This is an optimization exercise on Yosys and OpenROAD, whose aim is a short achievable clock period and few clock cycles per item, not a production implementation. In this exercise RTL edits were held to simulation tests only and were not proved equivalent to the original. Power is estimated from default activity; no workload was simulated.

==> flow/design.v, too long to show whole: its modules and the start of the top module <==
// module snappy_deframer: 722 lines
module snappy_deframer (
    input  wire        clk,
    input  wire        rst,             
    input  wire        cfg_crc_check,   
    input  wire        in_valid,
    output wire        in_ready,
    input  wire [31:0] in_data,         
    input  wire [2:0]  in_cnt,          
    input  wire        in_last,         
    output reg         out_valid,
    input  wire        out_ready,
    output reg  [31:0] out_data,
    output reg  [2:0]  out_cnt,
    output reg         out_last,        
    output reg         out_cmp,         
    output reg  [31:0] out_stored,      
    output reg  [31:0] out_crc,         
    output reg         done,
    output reg         err,
    output reg  [3:0]  err_code,
    output reg  [31:0] err_pos,
    output reg  [8:0]  err_info
);
  // ...
==> flow/flow/run.sh <==
#!/bin/bash
# Standard ORFS layout, with timing repair asked to leave a setup margin so
# that the optimiser works towards a shorter period than the 15 ns clock
# (the SDC and clock are unchanged).
set -euo pipefail
export SETUP_SLACK_MARGIN=11.2
bash standard.sh > standard.log 2>&1
==> flow/standard.sh <==
#!/bin/bash
# synth_recipe.tcl (not shown) runs the flow's synth.tcl, then flattens the netlist and writes it again
# the make line also repeats each setting of config.mk as NAME=value (left out here)
make -C /OpenROAD-flow-scripts/flow DESIGN_CONFIG=/design/flow/config.mk WORK_HOME=/design/flow/orfs CLKGATE_MAP_FILE= SYNTH_SCRIPT=/design/flow/synth_recipe.tcl "${@:-finish}"
==> flow/config.mk <==
export PLATFORM = sky130hd
export DESIGN_NAME = snappy_deframer
export DESIGN_NICKNAME = snappy_deframer
export VERILOG_FILES = /design/flow/design.v
export SDC_FILE = /design/flow/constraint.sdc
export NUM_CORES = 4
export LEC_CHECK = 0
export CAP_MARGIN = 20
export CORE_MARGIN = 2
export CORE_UTILIZATION = 55
export PLACE_DENSITY = 0.65
export SLEW_MARGIN = 20
==> flow/constraint.sdc <==
create_clock -name core_clock -period 15.0 [get_ports {clk}]
set_input_delay 3.0000 -clock core_clock [delete_from_list [all_inputs] [get_ports {clk}]]
set_output_delay 3.0000 -clock core_clock [all_outputs]
set_load 0.01 [all_outputs]
==> impl_metrics.py, run 1 <==
metrics = {
    "status": {
        "outcome": "timing/DRC/antenna clean",
    },
    "layout": {
        "largest_class": "flip-flops and latches",
        "seq_share": 0.594,
        "seq_cell_count": 3336,
        "largest_reg_flops": 1616,
        "nNonClkBuffers": 406,
    },
    "clocking": {
        "cts_buffer_depth": 4,
        "cts_tree": "built",
    },
    "route": {
        "vias": 69800,
        "drt-pass1-iter-count": 6,
        "wl_met1_um": 138000,
        "dr.first_iter.drc_count": 7373,
    },
    "pwr": {
        "pwr.group.clock_uw": 8350,
        "power_density_mw_per_mm2": 157,
        "power_switching_uw": 5800,
        "p_total_uw": 23000,
        "ir_worst_vdd_mv": 0.128,
    },
    "global_route": {
        "grtUsageTotal": 0.280,
        "grt-busiest-layer": "met2",
        "grt_pass1_vias": 70200,
    },
    "run": {
        "drv_cap": 0,
    },
    "min_path": {
        "holdPathStages": 0,
    },
    "die": {
        "die_y_um": 486,
    },
    "yosys": {
        "synth_area_leaders": "edfxtp_1, dfxtp_1, mux4_2",
        "synth_compound_area_frac": 0.0406,
        "synth.most_common_cell": "edfxtp_1",
        "synth_top_family_by_area": "multiplexers",
        "netlist_area_mm2": 0.128,
    },
    "setup_path": {
        "critPathCapture": "out_crc[3]",
        "worstPathArrival_ns": 1.47,
    },
    "timing": {
        "grt_setup_unrepaired": "yes",
    },
    "placement": {
        "numPortBuffers": 190,
    },
}
Testbench counts, summed over its fixed seeds: cycles 70,740, bytes 280,481.
==> run 2: changes to the inputs <==
--- a/flow/design.v
+++ b/flow/design.v
@@ -27,17 +27,21 @@
     localparam E_TOOLARGE  = 4'h7;
     localparam E_TRUNC     = 4'h8;
     localparam E_CHECKSUM  = 4'h9;
     localparam [31:0] CRC_MASK = 32'ha282ead8;
     localparam [47:0] MAGIC    = 48'h59_70_50_61_4e_73;    
     localparam FD = 16;           
     localparam FA = 4;            
     localparam FTH = 3;           
-    localparam FW = 32 + 3 + 1 + 1 + 32 + 32;
+    localparam FW = 32 + 3 + 1 + 1;
+    localparam MD = 8;
+    localparam MA = 3;
+    localparam MTH = 0;
+    localparam MW = 32 + 32;
     function [31:0] crc_loop;
         input [31:0] t;
         begin
             crc_loop[0] = t[31];
             crc_loop[1] = t[0];
             crc_loop[2] = t[1];
             crc_loop[3] = t[2];
             crc_loop[4] = t[3];
@@ -649,17 +653,19 @@
         f_epos   <= s_epos;
     end
     reg        st_done, st_err;
     reg [3:0]  st_code;
     reg [31:0] st_pos;
     reg [8:0]  st_info;
     wire fin  = st_err | st_done;
     wire push = f_v && f_beat && !fin;
-    wire [FW-1:0] pdata = {f_data, f_n, f_last, f_cmp, f_stored, f_crc};
+    wire [FW-1:0] pdata = {f_data, f_n, f_last, f_cmp};
+    wire [MW-1:0] pmeta = {f_stored, f_crc};
+    wire mpush = push && f_last;
     always @(posedge clk) begin
         if (rst) begin
             st_done <= 1'b0;
             st_err  <= 1'b0;
         end else if (f_v && !fin) begin
             if (f_chk && (f_crc != f_stored)) begin
                 st_err  <= 1'b1;
                 st_code <= E_CHECKSUM;
@@ -702,21 +708,42 @@
             wp        <= {FA{1'b0}};
             rp        <= {FA{1'b0}};
             out_valid <= 1'b0;
         end else begin
             if (push) wp <= wp + 1'b1;
             if (take && (fne || push)) rp <= rp + 1'b1;
             out_valid <= !take || fne || push;
         end
-        {out_data, out_cnt, out_last, out_cmp, out_stored, out_crc} <= take ? head_nx : ~head_n;
+        {out_data, out_cnt, out_last, out_cmp} <= take ? head_nx : ~head_n;
         if (take) head_n <= ~head_nx;
     end
+    reg [MW-1:0] mmem [0:MD-1];
+    reg [MA-1:0] mwp, mrp;
+    wire [MA-1:0] mused = mwp - mrp;
+    wire mfne = (mwp != mrp);
+    wire [MW-1:0] meta_nx = mfne ? mmem[mrp] : pmeta;
+    reg  [MW-1:0] meta_n;
+    wire head_last = head_nx[1];
+    always @(posedge clk) begin
+        if (mpush) mmem[mwp] <= pmeta;
+    end
+    always @(posedge clk) begin
+        if (rst) begin
+            mwp <= {MA{1'b0}};
+            mrp <= {MA{1'b0}};
+        end else begin
+            if (mpush) mwp <= mwp + 1'b1;
+            if (take && (fne || push) && head_last) mrp <= mrp + 1'b1;
+        end
+        {out_stored, out_crc} <= take ? meta_nx : ~meta_n;
+        if (take) meta_n <= ~meta_nx;
+    end
     always @(posedge clk) begin
         if (rst) begin
             in_rdy   <= 1'b1;
             last_acc <= 1'b0;
         end else begin
             if (acc && in_last) last_acc <= 1'b1;
-            in_rdy <= !fin && !last_acc && !(acc && in_last) && (used <= FTH);
+            in_rdy <= !fin && !last_acc && !(acc && in_last) && (used <= FTH) && (mused <= MTH);
         end
     end
 endmodule
==> flow/config.mk (replaced) <==
export PLATFORM = sky130hd
export DESIGN_NAME = snappy_deframer
export DESIGN_NICKNAME = snappy_deframer
export VERILOG_FILES = /design/flow/design.v
export SDC_FILE = /design/flow/constraint.sdc
export NUM_CORES = 4
export LEC_CHECK = 0
export CAP_MARGIN = 20
export CORE_MARGIN = 2
export CORE_UTILIZATION = 55
export CTS_CLUSTER_DIAMETER = 80
export CTS_CLUSTER_SIZE = 30
export PLACE_DENSITY = 0.65
export SLEW_MARGIN = 20
==> run 2 against run 1 <==
Total power down 27%. Highest routed layer unchanged. Critical endpoint is now out_valid. Sequential share of layout area up 0.59 points. Via count down 13%. First-iteration DRC count down 17%.
==> impl_metrics.py, run 2 <==
metrics = {
    "status": {
        "outcome": "timing/DRC/antenna clean",
    },
    "setup_path": {
        "crit_buf_inv": 1,
        "slowest_delay_ns": 0.38,
        "cp_max_fo": 2,
        "path_class": "flop to primary output",
        "crit_family": "flip-flops",
        "ff2ff_setup_slack_ns": 11.29,
        "worstPathArrival_ns": 1.33,
        "worstPathCellList": "buf_6",
        "cp-end-kind": "primary output",
        "required_ns": 12.00,
        "crit_path_start_kind": "flop",
        "cpMaxStageDelayCell": "dfxtp_4",
    },
    "timing": {
        "fin_ws_ns": 10.67,
        "period_minus_slack_ns": 4.33,
        "max_freq_mhz": 231,
        "setup_viol": 0,
        "tns_ns": 0,
        "fin_crit_sh": 0.288,
        "final-hold-violation-count": 0,
        "worstMarginPinSlew_ns": 1.15,
        "max_slew_margin": 0.226,
        "grt_setup_unrepaired": "yes",
        "slew_viol_final": 0,
        "skew_ns": 0.0493,
    },
    "route": {
        "wl_met2_um": 130000,
        "met3_length_um": 16700,
        "wl_um": 278000,
        "wl_met1_um": 121000,
        "routed.top_layer": "met5",
        "antenna_left": 0,
        "vias": 60700,
        "drt-pass1-iter-count": 8,
        "route.detailed.drc": 0,
        "wl_per_cell_um": 26.9,
        "viasPerCell": 5.89,
        "dr.first_iter.drc_count": 6091,
    },
    "layout": {
        "largest_reg_flops": 592,
        "final_nets": 7708,
        "design_area_mm2": 0.119,
        "top_regs": "fmem x592, mmem x512, meta_n x64",
        "area_growth_pct": 9.03,
        "top_register": "fmem",
        "nFillCells": 15300,
        "layout_commonest_cell": "edfxtp_1",
        "drive_gt1_frac": 0.154,
        "final_util": 0.604,
        "final_cell_mix": "edfxtp_1, dfxtp_1, xnor2_1",
    },
    "clocking": {
        "cts_tree": "built",
        "numClockSinks": 2833,
        "cts.hold.buffers_added": 0,
        "clk_latency_ns": 0.82,
        "cts_made_buffers": 118,
        "cts-htree-levels": 3,
        "cts_root_buffer": "clkbuf_16",
        "cts_buffer_depth": 3,
        "clk_pin_slew_ns": 0.11,
    },
    "global_route": {
        "grt_pass1_vias": 59700,
        "grt_remaining_overflow": 0,
        "grt_pass1_wl_um": 406000,
        "antenna_found_initial": 9,
        "grtUsageTotal": 0.270,
        "grt_max_degree": 96,
    },
    "yosys": {
        "synthFlopType": "edfxtp_1",
        "synth_common_cells": "edfxtp_1, dfxtp_1, xnor2_1",
        "netlist_area_mm2": 0.109,
        "synth_edf_count": 1470,
        "synth_area_leaders": "edfxtp_1, dfxtp_1, xnor2_1",
        "synth_warnings": 1,
        "yosysSeqAreaShare": 0.653,
        "yosys.area.top_type_share": 0.404,
        "yosys.area.top_type": "edfxtp_1",
        "yosysUniqueCellTypes": 99,
        "netlist_instances": 7483,
        "syn_avg_cell_area_um2": 14.6,
        "synth-seq-cells": 2833,
        "async_reset_ff_frac": 0,
        "synth_nets": 7623,
        "synth.most_common_cell": "edfxtp_1",
    },
    "run": {
        "drv_cap": 0,
    },
    "die": {
        "die_w_um": 450,
        "core_area_mm2": 0.197,
        "start_util": 0.554,
        "io_pins": 191,
        "die_y_um": 450,
        "row_count": 163,
        "dieArea_mm2": 0.202,
    },
    "min_path": {
        "hold_path.class": "flop to flop",
    },
    "placement": {
        "numPortBuffers": 190,
        "place_area_mm2": 0.114,
        "gp_congestion": 0.952,
        "hpwl_um": 177000,
        "pre_cts_slack_ns": 9.19,
    },
    "pwr": {
        "p_leak_uw": 0.0412,
        "p_total_uw": 16800,
        "power_density_mw_per_mm2": 141,
        "ir_worst_vdd_mv": 0.132,
    },
}
==> run 2: changes by cell type after synthesis, moves of 17 or more <==
cell,change
nor2_1,+83
a21oi_1,+78
nor3_1,+26
edfxtp_1,-512
mux4_2,-188
buf_1,-44
clkbuf_1,-17
xor2_1,-58
buf_2,+42
==> run 2: report_power, final <==
part	total [uW]	internal, uW	switching, uW
registers	10000	9290	716
clock network	4060	1660	2410
logic	2700	1210	1490
==> run 2: path summary, 6_finish.rpt <==
check | cells past startpoint | from | to
setup / recovery | 1 | out_valid | out_valid
hold / removal | 0 | c_stored[23] | m_stored[23]
setup reg to reg | 10 | q_data[1] | x_epos[30]
hold reg to reg | 0 | c_stored[23] | m_stored[23]
==> run 2: per-stage QoR <==
stage / hold slack, ns / instances
4_1_cts: 0.299 / 10300
3_3_place_gp: 0.310 / 10000
5_1_grt: 0.299 / 10300
3_5_place_dp: 0.312 / 10000
2_1_floorplan: 0.310 / 7483
6_report: 0.301 / 10300
==> run 2: timing repair <==
item / CTS / global route
pin swaps: 11 / 16
endpoints found under the setup margin: 803 / 598
resized for setup: 771 / 111
setup buffers: 14 / 8
gates cloned: 13 / 4
==> run 2: cells by family (layout without fill, tap and decap cells) <==
logic type,after synthesis,in the layout,share of synthesized area
other,0,2,0
AO/OA/AOI/OAI,852,852,0.0521
flip-flops,2833,2833,0.653
multiplexers,761,761,0.111
XOR/XNOR,1250,1250,0.103
buffers and inverters,528,709,0.0192
adder cells (fa/ha/maj),99,99,0.0116
AND/OR/NAND/NOR,1160,1167,0.0496
==> run 2: area by class of cell <==
type / count / area [um2] / share of cell area
Clock buffer: 175 / 3300 / 0.0277
Clock inverter: 48 / 656 / 0.00550
Timing Repair Buffer: 358 / 3360 / 0.0282
Tap cell: 2640 / 3300 / 0.0277
Antenna cell: 2 / 5.00 / 0.0000420
Inverter: 128 / 489 / 0.00410
Multi-Input combinational cell: 4129 / 36600 / 0.307
Sequential cell: 2833 / 71600 / 0.600
==> run 2: metal layers <==
metal / track usage / up-vias
met2: 0.435 / 2110
met4: 0.0783 / 2
met1: 0.388 / 30800
li1: - / 27300
met5: 0 / -
met3: 0.0346 / 465
Testbench counts of run 2, summed over its fixed seeds: cycles 70,740, bytes 280,481.

-- what the ideal ports hide --
Ports are ideal in the flow. The routed layouts listed here were re-timed in OpenROAD. Step 1 sets driving cells, clkbuf_16 on the clock port and buf_2 on the other inputs (assumed; they add their load-dependent delay and slew). Step 2 times the ports against the registers' clock, not the clock port: input delays grow and output delays shrink by t, the midpoint of the rising clock arrivals with the driver on. Three values: no drivers, after step 1, after step 2; two values: the first two.
run	t (ns)	setup slack, ns	hold slack, ns	worst register clock-pin slew, ns	cell pins on the clock port's net
run 1	1.013	10.526 / 10.434 / 10.363	0.254 / 0.254 / 0.254	0.07 / 0.07	1
run 2	0.883	10.674 / 10.589 / 10.398	0.301 / 0.301 / 0.301	0.11 / 0.11	1
After both steps every run listed still meets setup and hold. The setup slack of run 2, which loses most, moves by -0.085 ns with the drivers and by -0.276 ns with both steps.
